From an optimization exercise on the open Yosys and OpenROAD flow, aimed at small area, a short achievable clock period and few clock cycles per item; shortcuts taken in it are not production practice.
The RTL was checked by simulation tests, not by an equivalence proof against the original design.
Power figures rest on the tool's default switching activity, not on a simulated workload.

## flow/design.v (module list and top-level ports; edited modules follow where they fit)
// module doppler_row: 941 lines
// module cacc: 20 lines
// module bmul_cs: 46 lines
// module benc: 18 lines
// module csa_tree_9_37: 25 lines
// module csa_tree_9_32: 25 lines
// module csa_tree_7_32: 19 lines
// module sqr_cs: 558 lines
module doppler_row (
  input  wire        clk,
  input  wire        rst,
  input  wire        in_valid,
  output wire        in_ready,
  input  wire [7:0]  in_data,
  output reg         out_valid,
  input  wire        out_ready,
  output reg  [15:0] out_db,
  output reg         out_last
);
  // ...
==> flow/run.sh <==
#!/bin/bash
# synth_recipe.tcl (not shown) runs the flow's synth.tcl, then flattens the netlist and writes it again
# the make line also repeats each setting of config.mk as NAME=value (left out here)
make -C /OpenROAD-flow-scripts/flow DESIGN_CONFIG=/design/flow/config.mk WORK_HOME=/design/flow/orfs CLKGATE_MAP_FILE= SYNTH_SCRIPT=/design/flow/synth_recipe.tcl finish
==> flow/config.mk <==
export PLATFORM = sky130hd
export DESIGN_NAME = doppler_row
export DESIGN_NICKNAME = doppler_row
export VERILOG_FILES = /design/flow/design.v
export SDC_FILE = /design/flow/constraint.sdc
export NUM_CORES = 4
export LEC_CHECK = 0
export CAP_MARGIN = 20
export CORE_MARGIN = 2
export CORE_UTILIZATION = 60
export SLEW_MARGIN = 20
==> flow/constraint.sdc <==
create_clock -name core_clock -period 12.0 [get_ports {clk}]
set_input_delay 2.4000 -clock core_clock [delete_from_list [all_inputs] [get_ports {clk}]]
set_output_delay 2.4000 -clock core_clock [all_outputs]
set_load 0.01 [all_outputs]
==> summary.txt, run 1 <==
- Result of the run: finished clean
- On the worst path, the slowest cell contributes a delay of approximately 0.54 ns.
- The layer flagged by global routing as most heavily used is met2.
- After detailed routing, the average wire length per cell comes to ~21 um.
- Overflow left after global routing: 0
- Inverter count of the layout excluding clock inverters: approximately 1.7k
- Data on the critical path is required at its endpoint by 12.72 ns.
- The biggest slice of the total power is consumed by sequential cells.
- Endpoint type of the worst setup path: flip-flop
* Cell with the biggest individual delay on the critical path: sky130_fd_sc_hd__edfxtp_1
- Cells along the critical path: fa_1 > ha_1 > fa_1 > a21o_1 > a21oi_1 > o21bai_1 > a21oi_1 > o21bai_1 > a21oi_1 > o21bai_1 > a21oi_1 > o21bai_1 > a21oi_1 > nor4b_1 > or3_1
* Worst endpoint data arrival time: 5.21 ns
- OpenSTA, run right after detailed placement, puts the worst setup slack at around 7.1 ns.
- Of the total standard cell area in the layout, the multi-input combinational portion is ~44%.
- Metal3 WL: about 28000 um
- Among all cell types in the netlist, the one instantiated most often is sky130_fd_sc_hd__dfxtp_1.
* Crit-path max FO: 8
* Average footprint of a synthesized cell: between 10 and 15 sq um
- Metal1 wirelength: 227000 um
- Summed over all combinational cells, the power is a little over 6 mW.
- # placed instances: 23.2k
- Starting density of the core: 60.2%
- Measured against the total synthesized area, the mux share comes to roughly 6.5%.
- Source of the worst register-to-register timing path: stg[31][1]
- Along the worst hold path, the cell count comes to 0.
* Layout Nets: about 21k
* Worst Hold Launch: d3_e[3]
- Of all cell types, the one taking the most synthesized area is sky130_fd_sc_hd__dfxtp_1.
- Summed over its instances, the top area cell type makes up between 20% and 30% of the synthesized netlist area.
- Count of final max-slew check failures: 0
Testbench counts, summed over its fixed seeds: cycles 13,664, windows 96.
==> run 2, diff against run 1 <==
--- a/flow/config.mk
+++ b/flow/config.mk
@@ -7,5 +7,5 @@
 export LEC_CHECK = 0
 export CAP_MARGIN = 20
 export CORE_MARGIN = 2
-export CORE_UTILIZATION = 60
+export CORE_UTILIZATION = 66
 export SLEW_MARGIN = 20
==> summary.txt, run 2 <==
* Post-route DRC violation count: 0 (unchanged)
* Top library cells by usage in the layout, fill and taps aside: 2696 x sky130_fd_sc_hd__dfxtp_1, 1694 x sky130_fd_sc_hd__inv_1, 1677 x sky130_fd_sc_hd__nand2_1, 1644 x sky130_fd_sc_hd__edfxtp_1, 1336 x sky130_fd_sc_hd__fa_1 (was 2691 x sky130_fd_sc_hd__dfxtp_1, 1694 x sky130_fd_sc_hd__inv_1, 1677 x sky130_fd_sc_hd__nand2_1, 1644 x sky130_fd_sc_hd__edfxtp_1, 1336 x sky130_fd_sc_hd__fa_1)
* Share of synthesized flip-flops with an asynchronous set or reset: 0% (unchanged)
- All-Layer GR Usage: 29.4% (was 27.1%)
- First-iteration detailed-routing DRC count: 10.1k (about the same)
- The share of post-route cells with drive strength above 1 was 10.5% (was 10.7%).
- The total number of placement rows is 211 (was 222).
* Total core area: 0.331 sq mm (was 0.365 sq mm)
- Count of instances resized after the clock tree is built: 0 (unchanged)
- The initial antenna violation count is 24 (was 23).
* Pin count of the biggest net entering global routing: 172 (was 175)
* Max cap viols: 0 (unchanged)
* Footprint of the multi-input gates: 0.106 sq mm (about the same)
- Post-CTS repair timing setup buffer count: 0 (unchanged)
* H-tree level count: 5 (unchanged)
* Total of fill cells in the finished design: 23.5k (was 28.4k)
* Clk pin slew, worst setup/hold paths: 0.06 ns (about the same)
- Endpoint type of the worst setup path: flip-flop (unchanged)
- Final Hold Vio Count: 0 (unchanged)
- Number of detailed-routing iterations run before antenna repair: 6 (was 7)
- Number of buffers created by CTS: 425 (was 440)
- Worst Clk Skew: 0.0889 ns (was 0.0811 ns)
* Most common cell after layout, fill and taps aside: sky130_fd_sc_hd__dfxtp_1 (unchanged)
- RSZ-0062 raised after global routing: false (unchanged).
* Vias in the first global route: 134k (was 133k)
- The overall die area came to 0.338 sq mm (was 0.371 sq mm).
* Type of origin of the critical path: flip-flop (unchanged)
* Clock tree from TritonCTS: done (unchanged)
- The count of clock tree sinks was 4366 (unchanged).
- Seq. cell area: 0.104 sq mm (about the same)
* Post-DR wirelength/cell: 21.1 um (was 21.0 um)
- Clk pwr share: 37.3% (was 38.2%)
* Number of buffers inserted by port buffering: 30 (unchanged)
- Layout Nets: 21.3k (about the same)
- Top_reg_cell synth: sky130_fd_sc_hd__dfxtp_1 (unchanged)
- Synth top area cells: sky130_fd_sc_hd__dfxtp_1 25%, sky130_fd_sc_hd__edfxtp_1 22%, sky130_fd_sc_hd__fa_1 12% (unchanged)
* Dpl hpwl: 357000 um (was 366000 um)
- Total number of yosys warnings: 61 (unchanged)
- Maximum number of buffers from clock root to sink: 4 (unchanged)
* Post-Place Cell Area: 0.223 sq mm (was 0.224 sq mm)
- # placed instances: 22.8k (was 23.2k)
- The static leakage was 96.3 nW (was 96.7 nW).
- The fraction of the core area covered by cells at the end of the flow is 71.9% (was 65.6%).
- Area fraction of the dominant cell type after synthesis: 24.8% (unchanged)
- Result of the run: finished clean (unchanged)
- Crit-path max FO: 46 (was 8)
- The number of flip-flops under the largest register name is 1054 (unchanged).
* Final Instance Count excl. Fillers: 23.6k (was 24.1k)
- Count leader, synth: sky130_fd_sc_hd__dfxtp_1 (unchanged)
- The peak supply drop was 0.138 mV (was 0.131 mV).
- The worst setup path category was flip-flop to flip-flop (unchanged).
- The sequential element share of the synthesized area came to 47.3% (unchanged).
- DR vias/cell: 5.68 (was 5.52)
* Post-synth EDFFs: 1644 (unchanged)
- Share of the cycle needed by the critical path after routing: 38.0% (was 37.4%)
- The cell taking the most area after synthesis is sky130_fd_sc_hd__dfxtp_1 (unchanged).
- Largest register by flop count: stg (unchanged)
- Number of vias after detailed routing: 134k (was 133k)
* Fraction of power spent switching nets: 26.3% (was 26.4%)
- Combinational fraction of design power: 16.5% (was 16.3%)
- The worst endpoint data arrival time was 5.40 ns (was 5.21 ns).
- Hold_buf cts: 0 (unchanged)
- Routability cong.: 0.945 (was 0.950)
* Portion of total power attributed to sequential cells: 46.2% (was 45.6%)
- Most frequent cells after synthesis: 2722 x sky130_fd_sc_hd__dfxtp_1, 1694 x sky130_fd_sc_hd__inv_1, 1677 x sky130_fd_sc_hd__nand2_1, 1644 x sky130_fd_sc_hd__edfxtp_1, 1336 x sky130_fd_sc_hd__fa_1 (unchanged).
- The clock latency on the worst-skew pair is 0.99 ns (about the same).
* Worst relative slew slack: 18.3% (was 14.9%)
- Count of different cell masters after synthesis: 88 (unchanged)
* Int Power: 27.2 mW (was 27.5 mW)
- Total Wirelength: 496000 um (was 506000 um)
- The initial core utilization was 66.4% (was 60.2%).
* Root Driver: sky130_fd_sc_hd__clkbuf_16 (unchanged)
* Switching power: 9.69 mW (was 9.87 mW)
* Overflow left after global routing: 0 (unchanged)
- Wire length of the first global-routing pass: 775000 um (was 786000 um)
- Die boundary width: 581 um (was 609 um)
- Synth-to-Final Area Change: 8.32% (was 8.92%)
- The post-layout minimum cycle time came to 4.56 ns (was 4.49 ns).
- Average footprint of a synthesized cell: 11.5 sq um (unchanged)
* Peak clock frequency supported by timing: 219 MHz (was 223 MHz)
- The area of all placed cells without fillers came to 0.238 sq mm (was 0.239 sq mm).
- The path type of the worst min-delay path is flip-flop to flip-flop (unchanged).
- Remaining number of nets flagged by the antenna check after routing: 0 (unchanged)
* Required time of the critical path: 12.85 ns (was 12.72 ns)
- Count of final max-slew check failures: 0 (unchanged)
- Nets in the synthesized netlist: 21.7k (unchanged)
* Cell area after synthesis: 0.220 sq mm (unchanged)
* Die boundary height: 581 um (was 609 um)
* Count of endpoints failing setup in the final report: 0 (unchanged)
* Number of flip-flops and latches in the synthesized netlist: 4366 (unchanged)
- The total negative setup slack came to 0 ns (unchanged).
- Power per cell area: 155 mW/mm^2 (was 156 mW/mm^2)
* Synth Instances: 19.2k (unchanged)
* Slew at the pin with the worst max-slew slack: 1.21 ns (was 1.27 ns)
* Top Ports: 31 (unchanged)
run 2: cell counts after synthesis:
Identical to the previous run, type by type.
run 2: path summary, 6_finish.rpt:
kind | start | slack [ns] | end | depth (start not counted)
setup / recovery | sv_j0 | 7.44 | pw[42] | 16
hold reg to reg | d3_e[4] | 0.32 | l_q8[12] | 0
setup reg to reg | sv_j0 | 7.44 | pw[42] | 16
hold / removal | d3_e[4] | 0.32 | l_q8[12] | 0
run 2: metrics by stage:
step                hold slack [ns]  power (mW)  setup WS (ns)
floorplan                     0.310        21.8           4.06
global placement              0.310        23.1           7.07
detailed placement            0.312        23.3           7.09
CTS                           0.323        37.1           7.49
global route                  0.328        38.7           7.04
finish                        0.317        36.8           7.44
run 2: layout make-up:
cell class | count | area share (%)
Antenna cell | 7 | 0.00736
Clock buffer | 586 | 5.06
Clock inverter | 219 | 1.07
Inverter | 1712 | 2.70
Multi-Input combinational cell | 12100 | 44.5
Sequential cell | 4366 | 43.7
Tap cell | 4366 | 2.30
Timing Repair Buffer | 200 | 0.717
run 2: power groups by stage:
| stage | logic [mW] | registers (mW) | clock network [mW] |
|---|---|---|---|
| floorplan | 4.61 | 17.1 | 0 |
| global placement | 5.77 | 17.3 | 0 |
| detailed placement | 6.03 | 17.3 | 0 |
| CTS | 6.12 | 17.0 | 14.0 |
| global route | 6.98 | 17.1 | 14.6 |
| finish | 6.07 | 17.0 | 13.8 |
run 2: critical path, cell delays in order, from the launching register on:
cell	delay [ns]
sky130_fd_sc_hd__dfxtp_1	0.32
sky130_fd_sc_hd__buf_4	0.45
sky130_fd_sc_hd__nor2b_1	0.11
sky130_fd_sc_hd__ha_1	0.24
sky130_fd_sc_hd__fa_1	0.44
sky130_fd_sc_hd__a21o_1	0.18
sky130_fd_sc_hd__a21oi_1	0.27
sky130_fd_sc_hd__o21ai_0	0.13
sky130_fd_sc_hd__a21oi_1	0.23
sky130_fd_sc_hd__o21ai_0	0.29
sky130_fd_sc_hd__nor3_1	0.31
sky130_fd_sc_hd__a21oi_1	0.14
sky130_fd_sc_hd__o22ai_1	0.29
sky130_fd_sc_hd__o211ai_1	0.27
sky130_fd_sc_hd__a221o_1	0.41
sky130_fd_sc_hd__a21oi_1	0.18
sky130_fd_sc_hd__xnor2_1	0.13
run 2: routing by layer:
layer	GRT usage [%]	share of wire [%]	routed length (um)	up-vias
met5	0	0.021	103	-
met4	10.5	3.8	18900	14
met3	4.55	6.4	32000	806
met2	47.6	47	231000	3808
met1	40.3	43	214000	65600
li1	-	-	-	63600
run 2: cells by family after synthesis:
| kind of cell | after synthesis | share of synthesized area [%] |
|---|---|---|
| buffers and inverters | 2696 | 4.61 |
| DFF | 4366 | 47.3 |
| AOI/OAI and AO/OA | 2771 | 7.90 |
| adders and majority gates | 2501 | 18.8 |
| and+or+nand+nor | 4048 | 8.66 |
| muxes | 1240 | 6.54 |
| xor gates and xnor gates | 1560 | 6.22 |
==> run 3, diff against run 2 <==
--- a/flow/config.mk
+++ b/flow/config.mk
@@ -7,5 +7,7 @@
 export LEC_CHECK = 0
 export CAP_MARGIN = 20
 export CORE_MARGIN = 2
-export CORE_UTILIZATION = 66
+export CORE_UTILIZATION = 60
+export CTS_CLUSTER_DIAMETER = 70
+export CTS_CLUSTER_SIZE = 20
 export SLEW_MARGIN = 20
==> summary.txt, run 3 <==
- The post-cts resize count was 0 (unchanged).
- Leakage dissipation: 93.7 nW (was 96.3 nW)
* Slew at the pin with the worst max-slew slack: 1.23 ns (was 1.21 ns)
* Number of flip-flops and latches in the synthesized netlist: 4366 (unchanged)
- Routability cong.: 0.950 (was 0.945)
- Total number of yosys warnings: 61 (unchanged)
* Post-synth EDFFs: 1644 (unchanged)
- The total number of placement rows came to 222 (was 211).
- The final routed wirelength across all metal layers was 502000 um (was 496000 um).
- CP max stage delay: 0.54 ns (was 0.45 ns)
- Synth Instances: 19.2k (unchanged)
* Number of cells on the worst reg-to-reg path: 15 (was 16)
- Die Footprint: 0.371 sq mm (was 0.338 sq mm)
* Worst Clk Skew: 0.0699 ns (was 0.0889 ns)
- The y dimension of the die was 609 um (was 581 um).
- The number of distinct library cells after synthesis came to 88 (unchanged).
* RSZ-0062 raised after global routing: false (unchanged)
* Number of detailed-routing iterations run before antenna repair: 7 (was 6)
- The count of final hold-check violations is 0 (unchanged).
- The port buffer count is 30 (unchanged).
- Register-to-Register Setup Slack: 7.50 ns (was 7.44 ns)
- The number of vias after detailed routing is 132k (was 134k).
* H-tree level count: 5 (unchanged)
* Average footprint of a synthesized cell: 11.5 sq um (unchanged)
- Wire length of the first global-routing pass: 778000 um (was 775000 um)
* Worst relative slew slack: 17.5% (was 18.3%)
* Synth top area cells: sky130_fd_sc_hd__dfxtp_1 25%, sky130_fd_sc_hd__edfxtp_1 22%, sky130_fd_sc_hd__fa_1 12% (unchanged)
- The number of buffer and inverter instances along the worst setup path is 0 (was 1).
- Vias in the first global route: 131k (was 134k)
- The routed wirelength normalized by instance count came to 21.1 um (about the same).
* Top Ports: 31 (unchanged)
- The count of nets after finishing is 21.2k (was 21.3k).
- Worst setup endpoint: sp_v0[15] (was pw[42])
- Synth-to-Final Area Change: 6.22% (was 8.32%)
* Sink count of the clock tree: 4366 (unchanged)
* Clk latency of the worst-skew pair: 0.95 ns (was 0.99 ns)
- Total core area: 0.365 sq mm (was 0.331 sq mm)
- Source of the worst register-to-register timing path: stg[15][1] (was sv_j0)
- The worst setup path category is flip-flop to flip-flop (unchanged).
* Crit-path max FO: 6 (was 46)
- The cell with the most instances after synthesis is sky130_fd_sc_hd__dfxtp_1 (unchanged).
* Power per cell area: 143 mW/mm^2 (was 155 mW/mm^2)
- The maximum number of pins on one net before global-route repair was 175 (was 172).
- The cell repeated most along the worst path is sky130_fd_sc_hd__a21oi_1 (unchanged).
- End of the worst register-to-register path: sp_v0[15] (was pw[42])
* Worst endpoint data arrival time: 5.20 ns (was 5.40 ns)
- Peak clock frequency supported by timing: 222 MHz (was 219 MHz)
- Sequential-to-total area share from yosys stat: 47.3% (unchanged)
* Most common cell after layout, fill and taps aside: sky130_fd_sc_hd__dfxtp_1 (unchanged)
- DR vias/cell: 5.54 (was 5.68)
- The clock tree from TritonCTS is done (unchanged).
- Seq. cell area: 0.104 sq mm (unchanged)
- The post-layout minimum cycle time came to 4.50 ns (was 4.56 ns).
- Total of fill cells in the finished design: 29.1k (was 23.5k)
* Top library cells by usage in the layout, fill and taps aside: 2692 x sky130_fd_sc_hd__dfxtp_1, 1694 x sky130_fd_sc_hd__inv_1, 1677 x sky130_fd_sc_hd__nand2_1, 1644 x sky130_fd_sc_hd__edfxtp_1, 1336 x sky130_fd_sc_hd__fa_1 (was 2696 x sky130_fd_sc_hd__dfxtp_1, 1694 x sky130_fd_sc_hd__inv_1, 1677 x sky130_fd_sc_hd__nand2_1, 1644 x sky130_fd_sc_hd__edfxtp_1, 1336 x sky130_fd_sc_hd__fa_1)
- Worst Hold Launch: n1_z (was d3_e[4])
- Kind of path behind the tightest hold check: flip-flop to flip-flop (unchanged)
- Share of layout cells above drive strength 1: 9.23% (was 10.5%)
* Number of buffers created by CTS: 293 (was 425)
* Share of synthesized flip-flops with an asynchronous set or reset: 0% (unchanged)
- The smallest hold slack was 0.326 ns (was 0.317 ns).
- Nets in the synthesized netlist: 21.7k (unchanged)
- Share of the cycle needed by the critical path after routing: 37.5% (was 38.0%)
- Critical path's top delay family: compound AO/OA/AOI/OAI gates (unchanged)
- Cell area after synthesis: 0.220 sq mm (unchanged)
* Remaining number of nets flagged by the antenna check after routing: 0 (unchanged)
* First-iteration detailed-routing DRC count: 10.2k (was 10.1k)
- The residual overflow from global routing came to 0 (unchanged).
- The clock-pin slew reported for the worst setup and hold paths after clock tree synthesis is 0.09 ns (was 0.06 ns).
- All-Layer GR Usage: 26.9% (was 29.4%)
- Largest register FFs: 1054 (unchanged)
- Antenna violations before repair: 24 (unchanged)
- Peak supply drop: 0.131 mV (was 0.138 mV)
- Post-route DRC violation count: 0 (unchanged)
- The post-cts hold buffer count is 0 (unchanged).
- The initial core utilization was 60.2% (was 66.4%).
- Result of the run: finished clean (unchanged)
- Count of endpoints failing setup in the final report: 0 (unchanged)
- The cell taking the most area after synthesis is sky130_fd_sc_hd__dfxtp_1 (unchanged).
- The combined area of the multi-input logic cells is 0.106 sq mm (about the same).
* Most frequent cells after synthesis: 2722 x sky130_fd_sc_hd__dfxtp_1, 1694 x sky130_fd_sc_hd__inv_1, 1677 x sky130_fd_sc_hd__nand2_1, 1644 x sky130_fd_sc_hd__edfxtp_1, 1336 x sky130_fd_sc_hd__fa_1 (unchanged)
- Startpoint of the most critical setup path: stg[15][1] (was sv_j0)
* Maximum number of buffers from clock root to sink: 4 (unchanged)
- The worst endpoint required time is 12.70 ns (was 12.85 ns).
- Max cap viols: 0 (unchanged)
- Aggregate negative setup slack: 0 ns (unchanged)
- The final-report max-slew violation count is 0 (unchanged).
- The portion of synthesized cell area occupied by the leading cell type came to 24.8% (unchanged).
* Die boundary width: 609 um (was 581 um)
- Cell with the biggest individual delay on the critical path: sky130_fd_sc_hd__edfxtp_1 (was sky130_fd_sc_hd__buf_4)
- Top_reg_cell synth: sky130_fd_sc_hd__dfxtp_1 (unchanged)
- Post-CTS repair timing setup buffer count: 0 (unchanged)
- The kind of end point of the critical path is a flip-flop (unchanged).
- The depth of the critical timing path with buffers and inverters included came to 15 (was 16).
- Cells along the critical path: fa_1 > ha_1 > fa_1 > a21o_1 > a21oi_1 > o21bai_1 > a21oi_1 > o21bai_1 > a21oi_1 > o21bai_1 > a21oi_1 > o21bai_1 > a21oi_1 > nor4b_1 > or3_1 (was buf_4 > nor2b_1 > ha_1 > fa_1 > a21o_1 > a21oi_1 > o21ai_0 > a21oi_1 > o21ai_0 > nor3_1 > a21oi_1 > o22ai_1 > o211ai_1 > a221o_1 > a21oi_1 > xnor2_1).
* Root Driver: sky130_fd_sc_hd__clkbuf_16 (unchanged)
- Dpl hpwl: 366000 um (was 357000 um)
- The launching element type of the critical path is a flip-flop (unchanged).
* Largest register by flop count: stg (unchanged)
## run 3: cell counts after synthesis
Identical to the previous run, type by type.
## run 3: area by class of cell
| type | instances | share of cell area [%] |
|---|---|---|
| multi-input combinational | 12100 | 45.4 |
| clock buffer | 426 | 3.46 |
| tap | 4816 | 2.58 |
| clock inverter | 105 | 0.546 |
| timing repair buffer | 202 | 0.737 |
| inverter | 1712 | 2.76 |
| antenna | 12 | 0.0129 |
| sequential | 4366 | 44.5 |
## run 3: layer usage
metal  part of all wire (%)  up-vias  track usage (%)
met1                     45    64900             37.7
met2                     46     3048             43.6
met3                    5.1      598             3.52
met5                 0.0054        -                0
met4                    3.4        4             8.53
li1                       -    63200                -
## run 3: worst min path at each step
stage                        endpoint  slack, ns  cells after the start
after floorplan                 d2_15       0.31                      0
after global placement    lctl2[0][0]       0.31                      0
after detailed placement  lctl2[1][0]       0.31                      0
after CTS                        d3_z       0.33                      0
after global routing      lctl2[0][0]       0.33                      0
final                            d3_z       0.33                      0
## run 3: stage by stage
step | area (sq um) | cells | util, % | setup WS, ns | power [mW]
final | 233000 | 23800 | 63.9 | 7.50 | 33.4
after global routing | 233000 | 23800 | 63.9 | 7.09 | 35.2
after CTS | 233000 | 23700 | 63.9 | 7.53 | 33.7
after detailed placement | 224000 | 23200 | 61.3 | 7.13 | 23.4
after global placement | 224000 | 23200 | 61.3 | 7.04 | 23.2
after floorplan | 220000 | 19200 | - | 4.06 | 21.8
## run 3: worst reg2reg max path: stages, from the launching register on
cell                       delay, ns
sky130_fd_sc_hd__edfxtp_1       0.54
sky130_fd_sc_hd__fa_1           0.52
sky130_fd_sc_hd__ha_1           0.23
sky130_fd_sc_hd__fa_1           0.47
sky130_fd_sc_hd__a21o_1         0.19
sky130_fd_sc_hd__a21oi_1        0.23
sky130_fd_sc_hd__o21bai_1       0.13
sky130_fd_sc_hd__a21oi_1        0.27
sky130_fd_sc_hd__o21bai_1       0.11
sky130_fd_sc_hd__a21oi_1        0.25
sky130_fd_sc_hd__o21bai_1       0.11
sky130_fd_sc_hd__a21oi_1        0.24
sky130_fd_sc_hd__o21bai_1       0.09
sky130_fd_sc_hd__a21oi_1        0.38
sky130_fd_sc_hd__nor4b_1        0.11
sky130_fd_sc_hd__or3_1          0.38
## run 3: where the power goes
part / switching (mW) / internal (mW)
combinational: 3.36 / 2.71
sequential: 0.530 / 16.5
clock: 5.32 / 4.98
total: 9.20 / 24.2
## run 3: kinds of logic (layout without fill, tap and decap cells)
family          Yosys count  in the layout  synth area share [%]
buf+inv                2696           2445                  4.61
other cells               0             12                     0
simple gates           4048           4048                  8.66
compound gates         2771           2771                  7.90
mux                    1240           1240                  6.54
fa+ha+maj              2501           2501                  18.8
flops                  4366           4366                  47.3
xor+xnor               1560           1560                  6.22

==> separate check: timing with driven ports <==
In the flow no input, the clock included, has a driving cell. The finished layouts below were timed again as built, in two steps.
Step 1 (the two cells are an assumption about what drives the block):
set clk [get_ports {clk}]
set_driving_cell -lib_cell sky130_fd_sc_hd__clkbuf_16 $clk
set_driving_cell -lib_cell sky130_fd_sc_hd__buf_2 [delete_from_list [all_inputs] $clk]
Step 2, shift: input delay + t, output delay - t, t = (earliest + latest rising clock arrival at the registers) / 2. This alone moves slack from input paths to output paths.
Slacks: no drivers / after step 1 / after step 2; pairs: no drivers / after step 1.
run	t (ns)	setup WS [ns]	worst register clock-pin slew, ns
run 1	1.075	7.506 / 7.506 / 7.126	0.07 / 0.07
run 2	1.052	7.442 / 7.442 / 7.080	0.07 / 0.07
run 3	1.016	7.495 / 7.495 / 7.133	0.09 / 0.09
After both steps setup and hold are still met in every run listed. The setup slack of run 1, which loses most, moves by 0.000 ns with the drivers and by -0.380 ns with both steps.
